This design comes from an exercise in tuning for small area, a short achievable clock period and few clock cycles on the open sky130 flow, not from production work. Only simulation tests tie the RTL to the original design; equivalence was not proved. Power figures rest on the tool's default switching activity, not on a simulated workload.

## sam_pe
module sam_pe (
    input             clk,
    input             rst,
    input             bus_valid,
    input             bus_write,
    input      [1:0]  bus_space,    
    input      [16:0] bus_addr,
    input      [31:0] bus_wdata,
    output            bus_ready,
    output reg        bus_rvalid,
    output reg [31:0] bus_rdata
);
    localparam S_IDLE  = 4'd0;
    localparam S_CWALK = 4'd1;    
    localparam S_CLAST = 4'd2;    
    localparam S_ZWALK = 4'd3;    
    localparam S_ZFILL = 4'd4;    
    localparam S_CWA   = 4'd5;    
    localparam S_CWB   = 4'd6;    
    localparam S_PWAIT = 4'd7;    
    localparam S_DEC   = 4'd8;    
    localparam S_ENC   = 4'd9;    
    localparam S_CKU   = 4'd10;   
    localparam S_NAV   = 4'd11;   
    localparam E_OK        = 4'd0;
    localparam E_MALFORMED = 4'd1;
    localparam E_TRUNC     = 4'd2;
    localparam E_CKSUM     = 4'd3;
    localparam E_OVERSIZE  = 4'd4;
    localparam E_SHORT     = 4'd5;
  ...
Size: roughly 7,900 cells after synthesis, ~89 I/O pins.
make LEC_CHECK=0 CAP_MARGIN=20 CORE_MARGIN=2 CORE_UTILIZATION=50 PLACE_DENSITY=0.65 SETUP_SLACK_MARGIN=5 SLEW_MARGIN=20 finish   # period 10.0 ns
run.sh (not shown) runs the stock make flow with config.mk's settings and CLKGATE_MAP_FILE= SYNTH_SCRIPT=/design/flow/synth_recipe.tcl, a recipe that flattens the netlist after the stock synthesis.
The first run passed the timing, design-rule and antenna checks.
Testbench counts at the start, summed over its fixed seeds: cycles 32,373.
Edit:
==> flow/flow/run.sh (new file) <==
#!/bin/bash
# Standard ORFS layout, with timing repair aimed at a setup margin of 6.5 ns
# (the clock and the constraints are the standard flow's own, unchanged).
set -o pipefail
bash standard.sh SETUP_SLACK_MARGIN=6.5 finish > make_finish.log 2>&1
rc=$?
tail -n 30 make_finish.log
exit $rc
==> flow/standard.sh (new file) <==
#!/bin/bash
# synth_recipe.tcl (not shown) runs the flow's synth.tcl, then flattens the netlist and writes it again
# the make line also repeats each setting of config.mk as NAME=value (left out here)
make -C /OpenROAD-flow-scripts/flow DESIGN_CONFIG=/design/flow/config.mk WORK_HOME=/design/flow/orfs CLKGATE_MAP_FILE= SYNTH_SCRIPT=/design/flow/synth_recipe.tcl "${@:-finish}"
Settings changed: SETUP_SLACK_MARGIN 5 to unset.
removed: flow/run.sh
Synthesized area is unchanged.
Routed wire length rose by 11%.
Utilization is higher by 6.1 points.
Die area is unchanged.
Clock skew shrinks by 0.044 ns.
Power went up by 3.3%.
Hold slack is about the same.
Via count increases by 8.4%.
Setup slack gains 0.63 ns.

Setup of run A:
sam_pe, a different RTL version from the one above (not shown whole).
For scale: roughly 8,200 cells after synthesis.
==> flow/config.mk <==
export PLATFORM = sky130hd
export DESIGN_NAME = sam_pe
export DESIGN_NICKNAME = sam_pe
export VERILOG_FILES = /design/flow/design.v
export SDC_FILE = /design/flow/constraint.sdc
export NUM_CORES = 4
export LEC_CHECK = 0
export CAP_MARGIN = 20
export CORE_MARGIN = 2
export CORE_UTILIZATION = 50
export PLACE_DENSITY = 0.65
export SLEW_MARGIN = 20
==> flow/constraint.sdc <==
create_clock -name core_clock -period 10.0 [get_ports {clk}]
set_input_delay 2.0000 -clock core_clock [delete_from_list [all_inputs] [get_ports {clk}]]
set_output_delay 2.0000 -clock core_clock [all_outputs]
set_load 0.01 [all_outputs]
standard.sh (not shown) runs the stock make flow with config.mk's settings and CLKGATE_MAP_FILE= SYNTH_SCRIPT=/design/flow/synth_recipe.tcl, a recipe that flattens the netlist after the stock synthesis.
==> flow/flow/run.sh <==
#!/bin/bash
# Standard ORFS layout (the standard.sh, unchanged synthesis), with the
# timing repair aimed at a larger setup margin and limited to the worst 10%
# of endpoints, and clkbuf_8 for the clock tree. The clock period and all
# constraints are the standard flow's own.
set -o pipefail
bash standard.sh SETUP_SLACK_MARGIN=6.4 TNS_END_PERCENT=10 CTS_BUF_LIST=sky130_fd_sc_hd__clkbuf_8 finish > make_finish.log 2>&1
rc=$?
tail -n 30 make_finish.log
exit $rc
Testbench counts of run A, summed over its fixed seeds: cycles 32,096.
The inputs of run B differ from those of run A as listed below.
Settings: SLEW_MARGIN: 20 -> 25; CAP_MARGIN: 20 -> 25.
==> flow/flow/run.sh <==
#!/bin/bash
# Standard ORFS layout (the standard.sh, unchanged synthesis), with the
# timing repair aimed at a larger setup margin and limited to the worst 10%
# of endpoints. The clock period and all constraints are the standard flow's own.
set -o pipefail
bash standard.sh SETUP_SLACK_MARGIN=6.4 TNS_END_PERCENT=10 finish > make_finish.log 2>&1
rc=$?
tail -n 30 make_finish.log
exit $rc
Results
Status: number of flip-flops and latches parity (run B, run A). Setup WNS run A -> run B: worse. Number of buffers added by the clock tree synthesis step in run B is 153 below run A. Relative contribution of the clock network to total power in run B is 4.6 points above run A. Compared with run A, in run B via count normalized by instance count now sits higher; sum of routed wire segments on met1 moved down. In the tables for run B and run A, part of the power in registers reads lower with run B. Compared with run A, run B shows a lower clock skew. Area added between synthesis and finish ended up 2.1 points higher on run B than on run A. Diff run A..run B | post-synthesis xor/xnor area fraction | unchanged.
> inputs changed (run B -> run C)
Settings: SETUP_SLACK_MARGIN newly set to 5; TNS_END_PERCENT newly set to 10.
==> flow/run.sh (new file) <==
#!/bin/bash
# synth_recipe.tcl (not shown) runs the flow's synth.tcl, then flattens the netlist and writes it again
# the make line also repeats each setting of config.mk as NAME=value (left out here)
make -C /OpenROAD-flow-scripts/flow DESIGN_CONFIG=/design/flow/config.mk WORK_HOME=/design/flow/orfs CLKGATE_MAP_FILE= SYNTH_SCRIPT=/design/flow/synth_recipe.tcl finish
removed: flow/flow/run.sh
removed: flow/standard.sh
--- outcome ---
Summary of run C over run B: power fell 2.0%; worst setup slack fell 0.98 ns; combinational power fell about 20%. In run C, data arrival time of the critical path is higher than in run B. Number of buffers inserted to repair setup after CTS was higher in run B than in run C. Fill cell instance count of the final layout (run C / run B): 1.09. Number of antenna violations at the first check in global routing (run C over run B): increase, about 30%. The worst setup skew after layout of run C was superior to that of run B. Relative to run B, via count of the first global-routing pass has decreased by 4,049 in run C. Run B has a higher final non-filler cell total than run C.

what the ideal ports hide:
In the flow no input, the clock included, has a driving cell. The finished layouts below were timed again as built, in two steps.
Step 1, drivers: a clkbuf_16 drives clk and a buf_2 each remaining input, both assumed.
Step 2, shift: input delay + t, output delay - t, t = (earliest + latest rising clock arrival at the registers) / 2. This alone moves slack from input paths to output paths.
Slacks: ideal / step 1 / step 2; pairs: ideal / step 1.
run	t (ns)	setup slack, ns	latest minus earliest clock arrival (ns)	worst slew at a driven data input, ns
the first run of note 1	1.024	4.786 / 4.820 / 3.797	0.121 / 0.121	0.24
the second run of note 1	1.050	5.418 / 5.223 / 4.173	0.109 / 0.109	0.44
run A	1.141	5.609 / 5.498 / 4.658	0.116 / 0.116	0.22
run B	1.047	5.600 / 5.587 / 4.616	0.106 / 0.106	0.26
run C	1.019	4.620 / 4.689 / 3.670	0.094 / 0.094	0.22
After both steps every run listed still meets setup and hold. The setup slack of the second run of note 1, which loses most, moves by -0.195 ns with the drivers and by -1.245 ns with both steps.
